This is an optimization exercise on Yosys and OpenROAD, whose aim is small area, a short achievable clock period and few clock cycles, not a production implementation. Function was checked by simulation only, so behaviour that the tests miss may differ from the original.

<file path="design/flow/run.sh">
#!/bin/bash
# synth_recipe.tcl (not shown) runs the flow's synth.tcl, then flattens the netlist and writes it again
# the make line also repeats each setting of config.mk as NAME=value (left out here)
make -C /OpenROAD-flow-scripts/flow DESIGN_CONFIG=/design/flow/config.mk WORK_HOME=/design/flow/orfs CLKGATE_MAP_FILE= SYNTH_SCRIPT=/design/flow/synth_recipe.tcl finish
</file>
<file path="design/flow/config.mk">
export PLATFORM = sky130hd
export DESIGN_NAME = dshot_tdec
export DESIGN_NICKNAME = dshot_tdec
export VERILOG_FILES = /design/flow/design.v
export SDC_FILE = /design/flow/constraint.sdc
export NUM_CORES = 4
export LEC_CHECK = 0
export CAP_MARGIN = 20
export CORE_MARGIN = 2
export CORE_UTILIZATION = 40
export SLEW_MARGIN = 20
</file>
<file path="design/flow/constraint.sdc">
create_clock -name core_clock -period 20.0 [get_ports {clk}]
set_input_delay 4.0000 -clock core_clock [delete_from_list [all_inputs] [get_ports {clk}]]
set_output_delay 4.0000 -clock core_clock [all_outputs]
set_load 0.01 [all_outputs]
</file>
<file path="design/flow/design.v">
module dshot_tdec (
    input  wire        clk,
    input  wire        rst,             
    input  wire        cfg_scheme,      
    input  wire [6:0]  cfg_tol,         
    input  wire        cfg_csum_inv,    
    input  wire [15:0] cfg_nom_period,  
    input  wire        in_valid,
    output wire        in_ready,
    input  wire        in_end,
    input  wire        in_level,        
    input  wire [15:0] in_high,         
    input  wire [15:0] in_len,          
    output reg         out_valid,
    output reg  [2:0]  out_status,
    output reg  [15:0] out_raw
);
    localparam [2:0] STAT_OK   = 3'd0;
    localparam [2:0] STAT_CSUM = 3'd2;
    localparam [2:0] STAT_INS  = 3'd3;
    localparam [2:0] STAT_BSF  = 3'd4;
    localparam MAX_SAMPLES = 32;
    localparam [3:0] ST_IN       = 4'd0,
                     ST_START    = 4'd1,
                     ST_PWM      = 4'd2,
                     ST_N0_GO    = 4'd3,
                     ST_N0_WAIT  = 4'd4,
                     ST_PE_GO    = 4'd5,
                     ST_PE_WAIT  = 4'd6,
                     ST_RUN_GO   = 4'd7,
                     ST_RUN_WAIT = 4'd8,
                     ST_FIN      = 4'd9;
    reg [3:0] state;
    reg [15:0] mem_len  [0:MAX_SAMPLES-1];
    reg [15:0] mem_high [0:15];
    reg        mem_lvl  [0:MAX_SAMPLES-1];
    reg [5:0]  cnt;           
    reg        prev_lvl;
    reg        adj_err;       
    reg [19:0] psum;          
    reg [4:0]  idx;
    reg        err_ins;       
    reg        err_bsf;       
    reg [20:0] sum_dur;
    reg [20:0] sum_n0;
    reg [15:0] pe;            
    reg [20:0] lbits;         
    reg [4:0]  bcnt;          
    assign in_ready = (state == ST_IN);
    wire [5:0] last_idx = cnt - 6'd1;
    reg         dv_start;
    reg  [20:0] dv_num;
    reg  [20:0] dv_den;
    wire        dv_done;
    wire [20:0] dv_quo;
    wire [20:0] dv_rem;
    tdec_div u_div (
        .clk   (clk),
        .rst   (rst),
        .start (dv_start),
        .num   (dv_num),
        .den   (dv_den),
        .done  (dv_done),
        .quo   (dv_quo),
        .rem   (dv_rem)
    );
    wire [15:0] cur_len  = mem_len[idx];
    wire [15:0] cur_high = mem_high[idx[3:0]];
    wire        cur_lvl  = mem_lvl[idx];
    wire [22:0] tol_pe = cfg_tol * pe;
    wire [15:0] pwm_diff  = (cur_len >= pe) ? (cur_len - pe) : (pe - cur_len);
    wire [22:0] pwm_dev   = pwm_diff * 7'd100;
    wire [16:0] pwm_2h    = {cur_high, 1'b0};
    wire        pwm_bad   = (cur_high > cur_len) || (pwm_dev > tol_pe) ||
                            (pwm_2h == {1'b0, pe});
    wire        pwm_bit   = (pwm_2h > {1'b0, pe});
    wire [15:0] run_n     = dv_quo[15:0];
    wire [31:0] run_np    = run_n * pe;
    wire [31:0] run_diff  = ({16'd0, cur_len} >= run_np) ? ({16'd0, cur_len} - run_np)
                                                         : (run_np - {16'd0, cur_len});
    wire [38:0] run_dev   = run_diff * 7'd100;
    wire        run_bad   = (dv_quo == 21'd0) || (dv_rem == 21'd0) ||
                            (run_dev > {16'd0, tol_pe});
    wire        run_last  = ({1'b0, idx} == last_idx);
    wire [4:0]  room      = 5'd21 - bcnt;
    wire [4:0]  take      = (dv_quo > {16'd0, room}) ? room : dv_quo[4:0];
    wire [20:0] take_mask = ~(21'h1fffff << take);
    wire [20:0] lbits_nxt = (lbits << take) | (cur_lvl ? take_mask : 21'd0);
    function [4:0] gcr_inv;    
        input [4:0] q;
        begin
            case (q)
                5'h19: gcr_inv = {1'b1, 4'h0};
                5'h1B: gcr_inv = {1'b1, 4'h1};
                5'h12: gcr_inv = {1'b1, 4'h2};
                5'h13: gcr_inv = {1'b1, 4'h3};
                5'h1D: gcr_inv = {1'b1, 4'h4};
                5'h15: gcr_inv = {1'b1, 4'h5};
                5'h16: gcr_inv = {1'b1, 4'h6};
                5'h17: gcr_inv = {1'b1, 4'h7};
                5'h1A: gcr_inv = {1'b1, 4'h8};
                5'h09: gcr_inv = {1'b1, 4'h9};
                5'h0A: gcr_inv = {1'b1, 4'hA};
                5'h0B: gcr_inv = {1'b1, 4'hB};
                5'h1E: gcr_inv = {1'b1, 4'hC};
                5'h0D: gcr_inv = {1'b1, 4'hD};
                5'h0E: gcr_inv = {1'b1, 4'hE};
                5'h0F: gcr_inv = {1'b1, 4'hF};
                default: gcr_inv = 5'd0;
            endcase
        end
    endfunction
    wire [19:0] gval = lbits[19:0] ^ lbits[20:1];
    wire [4:0]  nib3 = gcr_inv(gval[19:15]);
    wire [4:0]  nib2 = gcr_inv(gval[14:10]);
    wire [4:0]  nib1 = gcr_inv(gval[9:5]);
    wire [4:0]  nib0 = gcr_inv(gval[4:0]);
    wire        gcr_ok  = nib3[4] & nib2[4] & nib1[4] & nib0[4];
    wire [15:0] gcr_raw = {nib3[3:0], nib2[3:0], nib1[3:0], nib0[3:0]};
    wire [15:0] fin_raw  = cfg_scheme ? gcr_raw : lbits[15:0];
    wire [3:0]  fin_fold = fin_raw[15:12] ^ fin_raw[11:8] ^ fin_raw[7:4];
    wire [3:0]  fin_exp  = fin_fold ^ {4{cfg_csum_inv}};
    reg [2:0] fin_status;
    always @(*) begin
        if (err_ins)
            fin_status = STAT_INS;
        else if (err_bsf)
            fin_status = STAT_BSF;
        else if (cfg_scheme && bcnt != 5'd21)
            fin_status = STAT_INS;
        else if (cfg_scheme && !gcr_ok)
            fin_status = STAT_BSF;
        else if (fin_raw[3:0] != fin_exp)
            fin_status = STAT_CSUM;
        else
            fin_status = STAT_OK;
    end
    always @(posedge clk) begin
        if (state == ST_IN && in_valid && !in_end && cnt < MAX_SAMPLES) begin
            mem_len[cnt[4:0]] <= in_len;
            mem_lvl[cnt[4:0]] <= in_level;
            if (cnt < 16)
                mem_high[cnt[3:0]] <= in_high;
        end
    end
    always @(posedge clk) begin
        if (rst) begin
            state     <= ST_IN;
            cnt       <= 6'd0;
            adj_err   <= 1'b0;
            psum      <= 20'd0;
            err_ins   <= 1'b0;
            err_bsf   <= 1'b0;
            dv_start  <= 1'b0;
            out_valid <= 1'b0;
        end else begin
            dv_start  <= 1'b0;
            out_valid <= 1'b0;
            case (state)
                ST_IN: begin
                    if (in_valid) begin
                        if (in_end) begin
                            state <= ST_START;
                        end else begin
                            if (cnt != 6'd0 && in_level == prev_lvl)
                                adj_err <= 1'b1;
                            prev_lvl <= in_level;
                            if (cnt < 16)
                                psum <= psum + {4'd0, in_len};
                            if (cnt < MAX_SAMPLES)
                                cnt <= cnt + 6'd1;
                        end
                    end
                end
                ST_START: begin
                    idx   <= 5'd0;
                    lbits <= 21'd0;
                    bcnt  <= 5'd0;
                    if (!cfg_scheme) begin
                        pe <= psum[19:4];
                        if (cnt < 16) begin
                            err_ins <= 1'b1;
                            state   <= ST_FIN;
                        end else if (psum[19:4] == 16'd0) begin
                            err_bsf <= 1'b1;
                            state   <= ST_FIN;
                        end else begin
                            state <= ST_PWM;
                        end
                    end else begin
                        sum_dur <= 21'd0;
                        sum_n0  <= 21'd0;
                        if (cnt == 6'd0) begin
                            err_ins <= 1'b1;
                            state   <= ST_FIN;
                        end else if (adj_err) begin
                            err_bsf <= 1'b1;
                            state   <= ST_FIN;
                        end else if (cnt == 6'd1) begin
                            pe    <= cfg_nom_period;
                            state <= ST_RUN_GO;
                        end else begin
                            state <= ST_N0_GO;
                        end
                    end
                end
                ST_PWM: begin
                    if (pwm_bad)
                        err_bsf <= 1'b1;
                    lbits <= {lbits[19:0], pwm_bit};
                    idx   <= idx + 5'd1;
                    if (idx == 5'd15)
                        state <= ST_FIN;
                end
                ST_N0_GO: begin
                    dv_num   <= {4'd0, cur_len, 1'b0} + {5'd0, cfg_nom_period};
                    dv_den   <= {4'd0, cfg_nom_period, 1'b0};
                    dv_start <= 1'b1;
                    state    <= ST_N0_WAIT;
                end
                ST_N0_WAIT: begin
                    if (dv_done) begin
                        sum_dur <= sum_dur + {5'd0, cur_len};
                        sum_n0  <= sum_n0 + dv_quo;
                        idx     <= idx + 5'd1;
                        if (dv_quo == 21'd0) begin
                            err_bsf <= 1'b1;
                            state   <= ST_FIN;
                        end else if ({1'b0, idx} + 6'd2 == cnt) begin
                            state <= ST_PE_GO;
                        end else begin
                            state <= ST_N0_GO;
                        end
                    end
                end
                ST_PE_GO: begin
                    dv_num   <= sum_dur;
                    dv_den   <= sum_n0;
                    dv_start <= 1'b1;
                    state    <= ST_PE_WAIT;
                end
                ST_PE_WAIT: begin
                    if (dv_done) begin
                        pe  <= dv_quo[15:0];
                        idx <= 5'd0;
                        if (dv_quo == 21'd0) begin
                            err_bsf <= 1'b1;
                            state   <= ST_FIN;
                        end else begin
                            state <= ST_RUN_GO;
                        end
                    end
                end
                ST_RUN_GO: begin
                    dv_num   <= {4'd0, cur_len, 1'b0} + {5'd0, pe};
                    dv_den   <= {4'd0, pe, 1'b0};
                    dv_start <= 1'b1;
                    state    <= ST_RUN_WAIT;
                end
                ST_RUN_WAIT: begin
                    if (dv_done) begin
                        lbits <= lbits_nxt;
                        bcnt  <= bcnt + take;
                        idx   <= idx + 5'd1;
                        if (!run_last && run_bad) begin
                            err_bsf <= 1'b1;
                            state   <= ST_FIN;
                        end else if (run_last) begin
                            state <= ST_FIN;
                        end else begin
                            state <= ST_RUN_GO;
                        end
                    end
                end
                ST_FIN: begin
                    out_valid  <= 1'b1;
                    out_status <= fin_status;
                    out_raw    <= fin_raw;
                    state      <= ST_IN;
                    cnt        <= 6'd0;
                    adj_err    <= 1'b0;
                    psum       <= 20'd0;
                    err_ins    <= 1'b0;
                    err_bsf    <= 1'b0;
                end
                default: state <= ST_IN;
            endcase
        end
    end
endmodule
module tdec_div (
    input  wire        clk,
    input  wire        rst,
    input  wire        start,
    input  wire [20:0] num,
    input  wire [20:0] den,
    output reg         done,
    output reg  [20:0] quo,
    output reg  [20:0] rem
);
    reg        busy;
    reg [4:0]  step;
    reg [20:0] d;
    wire [21:0] shifted = {rem, quo[20]};
    wire [21:0] diff    = shifted - {1'b0, d};
    always @(posedge clk) begin
        if (rst) begin
            busy <= 1'b0;
            done <= 1'b0;
        end else begin
            done <= 1'b0;
            if (start) begin
                busy <= 1'b1;
                step <= 5'd0;
                quo  <= num;
                rem  <= 21'd0;
                d    <= den;
            end else if (busy) begin
                if (!diff[21]) begin
                    rem <= diff[20:0];
                    quo <= {quo[19:0], 1'b1};
                end else begin
                    rem <= shifted[20:0];
                    quo <= {quo[19:0], 1'b0};
                end
                step <= step + 5'd1;
                if (step == 5'd20) begin
                    busy <= 1'b0;
                    done <= 1'b1;
                end
            end
        end
    end
endmodule
</file>
==> flow_summary.yaml <==
outcome:
  status: "no timing/DRC/antenna violations"
sta:
  slew_violations: 0
  relSlewSlack_pct: 16.74
  rsz0062_at_grt: "no"
  finalSetupTns_ps: 0
  setup_violations: 0
  layout_min_cycle_time_ps: 14600
  finalCritPeriodShare_pct: 73.02
  finalHoldViolCount: 0
  fmax_mhz: 68.47
  tightestPinTransition_ps: 1214
  clock_skew_ps: 73.38
routing:
  ant_nets: 0
  wl_per_cell_um: 23.21
  dr.pass1.iters: 6
  route.vias.total: 46990
  viasPerCell: 5.617
  drc: 0
  detail_route.wirelength_um: 194200
  drtIter0Drc: 4155
worst_setup_path:
  crit_cells: 47
  crit_family: "compound AO/OA/AOI/OAI gates"
  startpoint_type: "flip-flop"
  worst_path_max_delay_cell: "edfxtp_1"
  path_class: "flip-flop to flip-flop"
  r2r_end: "state[2]"
  crit_top_cell: "ha_1"
  reg2reg_slack_ps: 5400
  timing.rr.start: "pe[6]"
  cp_max_fo: 25
  crit_buf_inv: 4
  critical_path_arrival_ps: 15200
  cp-end-kind: "flip-flop"
  worstPathRequired_ps: 20590
  critPathMaxStageDelay_ps: 1130
  rr_worst_depth: 47
yosys:
  synth_nets: 6820
  synthCells: 5893
  synth_top_area_share_pct: 43.05
  ys_types: 97
  mappedNetlistArea_um2: 71070
  synth_seq_area_share_pct: 44.24
  avgSynthCellArea_um2: 12.06
  yosysMostFrequentCell: "edfxtp_1"
  synth_edf_count: 1019
  synth.top_cells.by_area: "edfxtp_1 43%, ha_1 9.8%, fa_1 8.7%, mux4_2 8.3%, inv_1 3.2%"
  yosysTopAreaCell: "edfxtp_1"
  ys_ff_latch: 1061
  ys_top_cells_by_count: "1019 x edfxtp_1, 599 x inv_1, 556 x ha_1"
  async_flop_share_pct: 0
  synth_flop_cell: "edfxtp_1"
  synth-warning-count: 2
floorplanning:
  fp.dieW_um: 425.5
  die_h_um: 425.5
  start_util_pct: 40.31
  rows: 154
  pin_count: 83
  coreArea_um2: 176300
  die_area_um2: 181100
place:
  finalWeightedCongestion: 0.9154
  dp_hpwl_um: 138800
  place_inst: 8176
  port-buffer-count: 82
cells_and_area:
  syn_to_final_growth_pct: 10.55
  final_cells: 8366
  layout-drive-gt1-share_pct: 11.95
  final_core_util_pct: 44.56
  fin_nets: 6868
  num_antenna_cells: 0
clock_network:
  cts_tree: "built"
  clk_path_buf_depth: 3
  numCtsBuffers: 103
  cts-resized-gates: 0
  holdBufCountCts: 0
  clkLatencyLatePin_ps: 750
  cts-root-buf: "clkbuf_16"
  clock-sinks: 1061
  ctsHtreeMaxLevel: 3
  cts_setup_buffers: 0
  clk_pin_slew_worst_paths_ps: 60
global_route:
  overflow: 0
  grt_max_degree: 93
  antenna_found_initial: 2
  grt_pass1_wl_um: 296400
  grt.total_usage_pct: 21.42
  grt_pass1_vias: 48300
hold_path:
  whs_path_depth: 0
  hp-start: "dv_den[5]"
  holdCritPathClass: "flip-flop to flip-flop"
  holdPathEnd: "u_div.d[5]"
job:
  maxCapViolCount: 0
## flip-flops by register name (all words and copies together) (netlist names), 20 cells and up, named ones only
name and count:
psum 20, mem_len 512, sum_n0 21, u_div.rem 21, dv_den 21, sum_dur 21, lbits 21, u_div.d 21
mem_lvl 32, mem_high 256, u_div.quo 21, dv_num 21
## through the flow
| stage | hold slack [ps] | cell area (um2) | worst slack (ps) |
|---|---|---|---|
| after floorplan | 400.3 | 71070 | 7608 |
| after global placement | 406.7 | 75050 | 5734 |
| after detailed placement | 406.6 | 75050 | 5500 |
| after CTS | 422.3 | 78560 | 5425 |
| after global routing | 430.9 | 78570 | 4446 |
| final | 419.8 | 78570 | 5396 |
## layout make-up
| type | instances | area [um2] |
|---|---|---|
| Multi-Input combinational cell | 3951 | 36530 |
| Timing Repair Buffer | 223 | 1882 |
| Clock buffer | 124 | 2666 |
| Inverter | 601 | 2256 |
| Tap cell | 2340 | 2928 |
| Clock inverter | 66 | 849.6 |
| Fill cell | 16040 | 97740 |
| Sequential cell | 1061 | 31460 |
## cell families (layout without fill, tap and decap cells)
| kind of cell | Yosys count | after routing | synth area share, % |
|---|---|---|---|
| XOR/XNOR | 248 | 248 | 3.178 |
| AO/OA/AOI/OAI | 1002 | 1002 | 9.327 |
| multiplexers | 410 | 410 | 10.54 |
| flip-flops | 1061 | 1061 | 44.24 |
| AND/OR/NAND/NOR | 1426 | 1426 | 9.521 |
| adder cells (fa/ha/maj) | 865 | 865 | 18.49 |
| buffers and inverters | 881 | 1014 | 4.709 |
## how the worst max path moves through the flow
stage | start | endpoint | slack [ps]
after floorplan | u_div.quo[10] | state[2] | 7610
after global placement | pe[6] | state[2] | 5730
after detailed placement | pe[6] | state[2] | 5500
after CTS | pe[6] | state[2] | 5430
after global routing | pe[6] | state[2] | 4450
final | pe[6] | state[2] | 5400
## placed cells by master, fill, tap and decap left out, types with 20 or more instances in the layout
cell / count
mux2i_1: 107
edfxtp_1: 1019
a21oi_1: 245
clkinv_1: 20
and2_1: 146
dfxtp_1: 35
o211ai_1: 24
a21o_1: 118
xor2_1: 98
nor2_1: 314
clkdlybuf4s50_1: 80
nor3_2: 21
xnor2_1: 142
nand4_1: 30
nand3_1: 84
buf_4: 140
and3_1: 36
a211oi_1: 39
nor2b_1: 38
clkbuf_16: 103
inv_1: 599
o21ai_0: 211
clkbuf_1: 20
o22ai_1: 27
or3_1: 26
nor2_2: 27
mux2_2: 35
nor3_1: 86
a31oi_1: 35
nand2_1: 477
o21a_1: 39
o31ai_1: 21
mux4_2: 263
nand2b_1: 38
ha_1: 556
fa_1: 309
## routing by layer
layer	vias up	track usage [%]	wire, um
met5	-	0	13
met4	2	7.973	7180
met3	296	1.913	9660
met2	1417	37.07	95610
met1	23730	27.92	81720
li1	21550	-	-
Testbench counts, summed over its fixed seeds: cycles 333,909.

## re-timing with driven ports
No port has a modelled driver above. Below, the same layout with a new extraction and two added sets of constraints.
Step 1 assumes that a clkbuf_16 drives the clock port and a buf_2 every other input.
Step 2 moves the port delays by t, midway between the first and last clock arrival at a register: inputs arrive t later, outputs are due t later. That takes back most of the time a late clock gives input paths.
a / b / c = ideal ports / drivers / drivers and shift; a / b = the first two.
shift t [ns]: 0.785
slack for setup (ns): 5.396 / 5.396 / 5.396
worst setup path after step 2: register to register
pins driven straight from the clock port: 1
After both steps this run still meets setup and hold. For this run, drivers alone change the setup slack by 0.000 ns; drivers and shift together by 0.000 ns.
